Context: an optimization exercise on an open-source flow, tuned for small area. The choices shown serve that exercise and are no tape-out recipe. The RTL was checked by simulation tests, not by an equivalence proof against the original design.

## north
==> flow/design.v <==
module stack_cpu (
    input  wire        clk,
    input  wire        rst,          
    input  wire [31:0] code_size,    
    output wire [31:0] code_addr,
    input  wire [31:0] code_rdata,
    output wire [1:0]  status,       
    output wire [2:0]  reason,       
    output wire [31:0] pc,
    output wire [4:0]  sp,
    input  wire [3:0]  stk_idx,
    output wire [31:0] stk_data
);
    localparam [3:0] S_CHK  = 4'd0,   
                     S_EX   = 4'd1,   
                     S_PCHK = 4'd2,   
                     S_PIMM = 4'd3,   
                     S_RST  = 4'd4,   
                     S_INC  = 4'd5,   
                     S_CJ   = 4'd6,   
                     S_CMP2 = 4'd12,  
                     S_SV   = 4'd13,  
                     S_MD1  = 4'd7,   
                     S_IT   = 4'd8,   
                     S_FIX  = 4'd9,   
                     S_HALT = 4'd10,  
                     S_FLT  = 4'd14,  
                     S_WAIT = 4'd11;  
    reg  [3:0]   state;
    reg  [31:0]  pc_r;
    reg  [4:0]   sp_r;
    reg  [2:0]   reason_r;
    reg  [3:0]   ph;
    reg  [511:0] ring;
    reg  [31:0]  A;
    reg          neg;     
    reg          lap;
    reg          take;
    reg  [4:0]   op;      
    assign code_addr = pc_r;
    assign pc        = pc_r;
    assign sp        = sp_r;
    assign status    = {st_flt, st_halt};
    assign reason    = reason_r;
    wire st_chk  = (state == S_CHK);
    wire st_ex   = (state == S_EX);
    wire st_pchk = (state == S_PCHK);
    wire st_pimm = (state == S_PIMM);
    wire st_rst  = (state == S_RST);
    wire st_inc  = (state == S_INC);
    wire st_cj   = (state == S_CJ);
    wire st_cmp2 = (state == S_CMP2);
    wire st_sv   = (state == S_SV);
    wire st_md1  = (state == S_MD1);
    wire st_it   = (state == S_IT);
    wire st_fix  = (state == S_FIX);
    wire st_halt = (state == S_HALT);
    wire st_flt  = (state == S_FLT);
    wire st_done = st_halt || st_flt;
    wire st_wait = (state == S_WAIT);
    wire [31:0] w = code_rdata;
    wire w_valid = (w[31:5] == 27'd0) && (w[4:0] != 5'd0) && (w[4:0] <= 5'd17);
    always @(posedge clk) if (st_wait) op <= w_valid ? w[4:0] : 5'd0;
    wire valid  = (op != 5'd0);
    wire o_push = (op == 5'd1);
    wire o_pop  = (op == 5'd2);
    wire o_add  = (op == 5'd3);
    wire o_sub  = (op == 5'd4);
    wire o_mult = (op == 5'd5);
    wire o_div  = (op == 5'd6);
    wire o_mod  = (op == 5'd7);
    wire o_jmp  = (op == 5'd8) || (op == 5'd15);
    wire o_cmp  = (op >= 5'd9) && (op <= 5'd13);
    wire o_call = (op == 5'd14);
    wire o_nop  = (op == 5'd16);
    wire o_as   = o_add || o_sub;
    wire o_dm   = o_div || o_mod;
    wire o_md   = o_mult || o_dm;
    wire need1 = o_pop || o_jmp || o_call;
    wire need2 = o_as || o_md;
    wire need3 = o_cmp;
    wire underflow = (need1 && sp_r == 5'd0) ||
                     (need2 && sp_r <  5'd2) ||
                     (need3 && sp_r <  5'd3);
    wire [3:0] sp4 = sp_r[3:0];
    wire [3:0] gap = sp4 - ph;              
    wire al0 = (gap == 4'd0);               
    wire al1 = (gap == 4'd1);               
    wire al2 = (gap == 4'd2);               
    wire al3 = (gap == 4'd3);               
    wire sel2 = (st_sv && o_dm) || (st_it && o_mult) || (st_fix && o_dm) ||
                (st_ex && o_cmp);
    wire [3:0] sel  = st_done ? stk_idx :
                      (sp4 - (st_cmp2 ? 4'd3 : sel2 ? 4'd2 : 4'd1));
    wire [3:0] ridx = sel - ph;
    wire [15:0] roh = 16'd1 << ridx;
    wire [31:0] R;
    stack_rdmux u_rd (.words(ring), .sel(roh), .r(R));
    wire [31:0] W0 = ring[31:0];
    wire [31:0] W1 = ring[63:32];
    assign stk_data = R;
    wire ex_as  = st_ex && o_as;
    wire ex_cmp = st_ex && o_cmp;
    wire ex_dm  = st_ex && o_dm;
    wire p_pc = st_chk || st_pchk || st_inc || (st_cj && !take) || st_rst || st_sv ||
                (st_ex && !(o_as || o_cmp || o_dm || o_jmp));
    wire p_x  = ex_as || ex_cmp || st_cmp2;
    wire p_s  = st_it;
    wire s_in = o_dm && pc_r[31];
    wire fix_neg = !o_mult && neg;
    wire md1_neg = st_md1 && o_dm && pc_r[31];
    wire q_r  = ex_as || (st_ex && o_jmp) || (st_cj && take) || ex_cmp || st_cmp2 || ex_dm ||
                (st_it && (o_dm || pc_r[31]));
    wire q_cs = st_chk || st_pchk;
    wire q_rd = 1'b0;
    wire p_rd = st_pimm;
    wire q_a  = st_fix && !o_div;
    wire q_pc = (st_fix && o_div) || (st_md1 && o_dm);
    wire inv  = st_chk || st_pchk || st_rst || (ex_as && o_sub) || ex_cmp || st_cmp2 || ex_dm ||
                md1_neg || (st_it && o_dm && !R[31]) ||
                (st_fix && fix_neg);
    wire cin  = st_chk || st_pchk || st_inc || (st_cj && !take) ||
                (st_ex && !(o_as || o_cmp || o_dm || o_jmp)) ||
                (ex_as && o_sub) || ex_cmp || st_cmp2 || ex_dm ||
                md1_neg || (st_it && o_dm && !R[31]) ||
                (st_fix && fix_neg);
    wire [31:0] P = ({32{p_pc}} & pc_r) | ({32{p_x}} & W0) |
                    ({32{p_s}} & {A[30:0], s_in}) | ({32{p_rd}} & code_rdata);
    wire [31:0] Q = ({32{q_r}} & R) | ({32{q_cs}} & code_size) |
                    ({32{q_rd}} & code_rdata) | ({32{q_a}} & A) | ({32{q_pc}} & pc_r);
    wire [33:0] sum = {1'b0, P, 1'b1} + {1'b0, Q ^ {32{inv}}, cin};
    wire [31:0] S    = sum[32:1];
    wire        cout = sum[33];
    wire        yzero = cout;
    wire x31 = W0[31];
    wire y31 = R[31];
    wire ge  = (x31 ^ y31) ? ~x31 : cout;
    reg  cond;
    always @(*) begin
        case (op)
            5'd9:    cond = take && ge;       
            5'd10:   cond = !ge;              
            5'd11:   cond = take;             
            5'd12:   cond = !take;            
            default: cond = ge;               
        endcase
    end
    wire sv_go = o_mult ? al1 : al2;
    wire ins = (st_ex && ((o_call && al1) || (o_as && al2))) ||
               (st_pimm && al0) || (st_sv && sv_go) || st_fix;
    always @(posedge clk) begin
        ring <= {ins ? S : W0, ring[511:32]};
        A    <= (st_it && (o_mult || cout)) ? S : P;
    end
    always @(posedge clk) begin
        if (rst) begin
            state    <= S_CHK;
            pc_r     <= 32'd0;
            sp_r     <= 5'd0;
            reason_r <= 3'd0;
            ph       <= 4'd0;
        end else begin
            ph <= ph + 4'd1;
            case (state)
                S_CHK: begin
                    if (cout) begin reason_r <= 3'd4; state <= S_FLT; end
                    else      state <= S_WAIT;
                end
                S_WAIT: state <= S_EX;
                S_EX: begin
                    if (!valid) begin
                        reason_r <= 3'd1; state <= S_FLT;
                    end else if (o_push) begin
                        pc_r  <= S;
                        state <= S_PCHK;
                    end else if (underflow) begin
                        reason_r <= 3'd2; state <= S_FLT;
                    end else if (o_pop) begin
                        sp_r  <= sp_r - 5'd1;
                        pc_r  <= S;
                        state <= S_CHK;
                    end else if (o_nop) begin
                        pc_r  <= S;
                        state <= S_CHK;
                    end else if (o_jmp) begin
                        sp_r  <= sp_r - 5'd1;
                        pc_r  <= S;
                        state <= S_CHK;
                    end else if (o_call) begin
                        if (al1) begin
                            pc_r  <= R;
                            state <= S_CHK;
                        end
                    end else if (o_as) begin
                        if (al2) begin
                            sp_r  <= sp_r - 5'd1;
                            state <= S_INC;
                        end
                    end else if (o_cmp) begin
                        if (al3) begin
                            take  <= ge;
                            state <= S_CMP2;
                        end
                    end else if (o_mult) begin
                        state <= S_SV;
                    end else if (o_dm) begin
                        if (yzero) begin
                            sp_r  <= sp_r - 5'd2;
                            state <= S_INC;
                        end else
                            state <= S_SV;
                    end else begin  
                        state <= S_HALT;
                    end
                end
                S_PCHK: begin
                    if (cout)                begin reason_r <= 3'd4; state <= S_RST; end
                    else if (sp_r[4])        begin reason_r <= 3'd3; state <= S_RST; end
                    else                     state <= S_PIMM;
                end
                S_PIMM: begin
                    if (al0) begin
                        sp_r  <= sp_r + 5'd1;
                        state <= S_INC;
                    end
                end
                S_RST: begin
                    pc_r     <= S;
                    state    <= S_FLT;
                end
                S_INC: begin
                    pc_r  <= S;
                    state <= S_CHK;
                end
                S_CMP2: begin
                    take  <= cond;
                    state <= S_CJ;
                end
                S_CJ: begin
                    sp_r  <= sp_r - 5'd3;
                    pc_r  <= S;
                    state <= S_CHK;
                end
                S_SV: begin
                    if (sv_go) begin
                        pc_r  <= R;
                        neg   <= o_div ? (W0[31] ^ W1[31]) : W0[31];
                        state <= S_MD1;
                    end
                end
                S_MD1: begin
                    if (o_dm) pc_r <= S;     
                    lap <= 1'b0;
                    if (al3) state <= S_IT;
                end
                S_IT: begin
                    pc_r <= {pc_r[30:0], cout};
                    if (al3) begin
                        lap <= 1'b1;
                        if (lap) state <= S_FIX;
                    end
                end
                S_FIX: begin
                    pc_r  <= R;              
                    sp_r  <= sp_r - 5'd1;
                    state <= S_INC;
                end
                default: ;  
            endcase
        end
    end
endmodule
module stack_rdmux (
    input  wire [511:0] words,
    input  wire [15:0]  sel,
    output reg  [31:0]  r
);
    integer i;
    always @(*) begin
        r = 32'd0;
        for (i = 0; i < 16; i = i + 1)
            r = r | ({32{sel[i]}} & words[32*i +: 32]);
    end
endmodule
Settings: LEC_CHECK=0, CAP_MARGIN=20, CORE_MARGIN=2, CORE_UTILIZATION=70, PLACE_DENSITY=0.85, SLEW_MARGIN=20, SYNTH_HIERARCHICAL=1, SYNTH_MINIMUM_KEEP_SIZE=0; clock period 12.0 ns.
standard.sh (not shown) runs the stock make flow with config.mk's settings and CLKGATE_MAP_FILE= SYNTH_SCRIPT=/design/flow/synth_recipe.tcl, a recipe that flattens the netlist after the stock synthesis.
==> flow/flow/run.sh <==
#!/bin/bash
set -euo pipefail
export BUFFER_PORTS_ARGS="-buffer_cell sky130_fd_sc_hd__buf_1"
export CTS_ARGS="-sink_clustering_enable -repair_clock_nets -dont_use_dummy_load -buf_list {sky130_fd_sc_hd__clkbuf_8} -sink_clustering_size 16 -sink_clustering_max_diameter 60"
bash standard.sh > flow_make.log 2>&1
north was carried through to the last stage, and its layout satisfied the timing, DRC and antenna checks.
--- input diff north..middle ---
--- a/flow/design.v
+++ b/flow/design.v
@@ -23,12 +23,12 @@
                      S_MD1  = 4'd7,   
                      S_IT   = 4'd8,   
                      S_FIX  = 4'd9,   
-                     S_HALT = 4'd10,  
-                     S_FLT  = 4'd14,  
+                     S_DONE = 4'd10,
                      S_WAIT = 4'd11;  
     reg  [3:0]   state;
     reg  [31:0]  pc_r;
     reg  [4:0]   sp_r;
+    reg  [1:0]   status_r;
     reg  [2:0]   reason_r;
     reg  [3:0]   ph;
     reg  [511:0] ring;
@@ -40,7 +40,7 @@
     assign code_addr = pc_r;
     assign pc        = pc_r;
     assign sp        = sp_r;
-    assign status    = {st_flt, st_halt};
+    assign status    = status_r;
     assign reason    = reason_r;
     wire st_chk  = (state == S_CHK);
     wire st_ex   = (state == S_EX);
@@ -54,9 +54,7 @@
     wire st_md1  = (state == S_MD1);
     wire st_it   = (state == S_IT);
     wire st_fix  = (state == S_FIX);
-    wire st_halt = (state == S_HALT);
-    wire st_flt  = (state == S_FLT);
-    wire st_done = st_halt || st_flt;
+    wire st_done = (state == S_DONE);
     wire st_wait = (state == S_WAIT);
     wire [31:0] w = code_rdata;
     wire w_valid = (w[31:5] == 27'd0) && (w[4:0] != 5'd0) && (w[4:0] <= 5'd17);
@@ -157,24 +155,25 @@
             state    <= S_CHK;
             pc_r     <= 32'd0;
             sp_r     <= 5'd0;
+            status_r <= 2'd0;
             reason_r <= 3'd0;
             ph       <= 4'd0;
         end else begin
             ph <= ph + 4'd1;
             case (state)
                 S_CHK: begin
-                    if (cout) begin reason_r <= 3'd4; state <= S_FLT; end
+                    if (cout) begin status_r <= 2'd2; reason_r <= 3'd4; state <= S_DONE; end
                     else      state <= S_WAIT;
                 end
                 S_WAIT: state <= S_EX;
                 S_EX: begin
                     if (!valid) begin
-                        reason_r <= 3'd1; state <= S_FLT;
+                        status_r <= 2'd2; reason_r <= 3'd1; state <= S_DONE;
                     end else if (o_push) begin
                         pc_r  <= S;
                         state <= S_PCHK;
                     end else if (underflow) begin
-                        reason_r <= 3'd2; state <= S_FLT;
+                        status_r <= 2'd2; reason_r <= 3'd2; state <= S_DONE;
                     end else if (o_pop) begin
                         sp_r  <= sp_r - 5'd1;
                         pc_r  <= S;
@@ -210,7 +209,7 @@
                         end else
                             state <= S_SV;
                     end else begin  
-                        state <= S_HALT;
+                        status_r <= 2'd1; state <= S_DONE;
                     end
                 end
                 S_PCHK: begin
@@ -226,7 +225,8 @@
                 end
                 S_RST: begin
                     pc_r     <= S;
-                    state    <= S_FLT;
+                    status_r <= 2'd2;
+                    state    <= S_DONE;
                 end
                 S_INC: begin
                     pc_r  <= S;
==> run summary <==
- Diff middle and north: largest net degree at the start of global routing higher in middle
- north ended up with fa_1 as its worst-path cell with the longest stage delay; middle ended up with or4b_1.
- Wire length: middle < north
- Share of the final layout cell area in sequential cells ended up 0.47 points higher on middle than on north.
- Diff north -> middle: final setup slack of the worst path now sits lower; cell count shows a reduction of 53.

[afterwards: timing with drivers on the ports]
The flow's constraints put no driver on any port. The routed layouts listed below were extracted and timed again, unchanged, in two steps. Step 1, drivers: a clkbuf_16 drives clk and a buf_2 each remaining input, both assumed. Step 2 adds t to the input delays and takes it off the output delays; t is the mean of the earliest and latest rising clock arrival at the registers after step 1. Input paths then give back, and output paths get back, about the clock's delay inside the block. Slacks: ideal / step 1 / step 2; pairs: ideal / step 1.
| run | shift t [ns] | slack for setup (ns) | worst slew at a driven data input, ns |
|---|---|---|---|
| north | 0.648 | 2.474 / 2.474 / 2.474 | 0.07 |
| middle | 0.683 | 2.138 / 2.138 / 2.138 | 0.07 |
After both steps setup and hold are still met in every run listed.
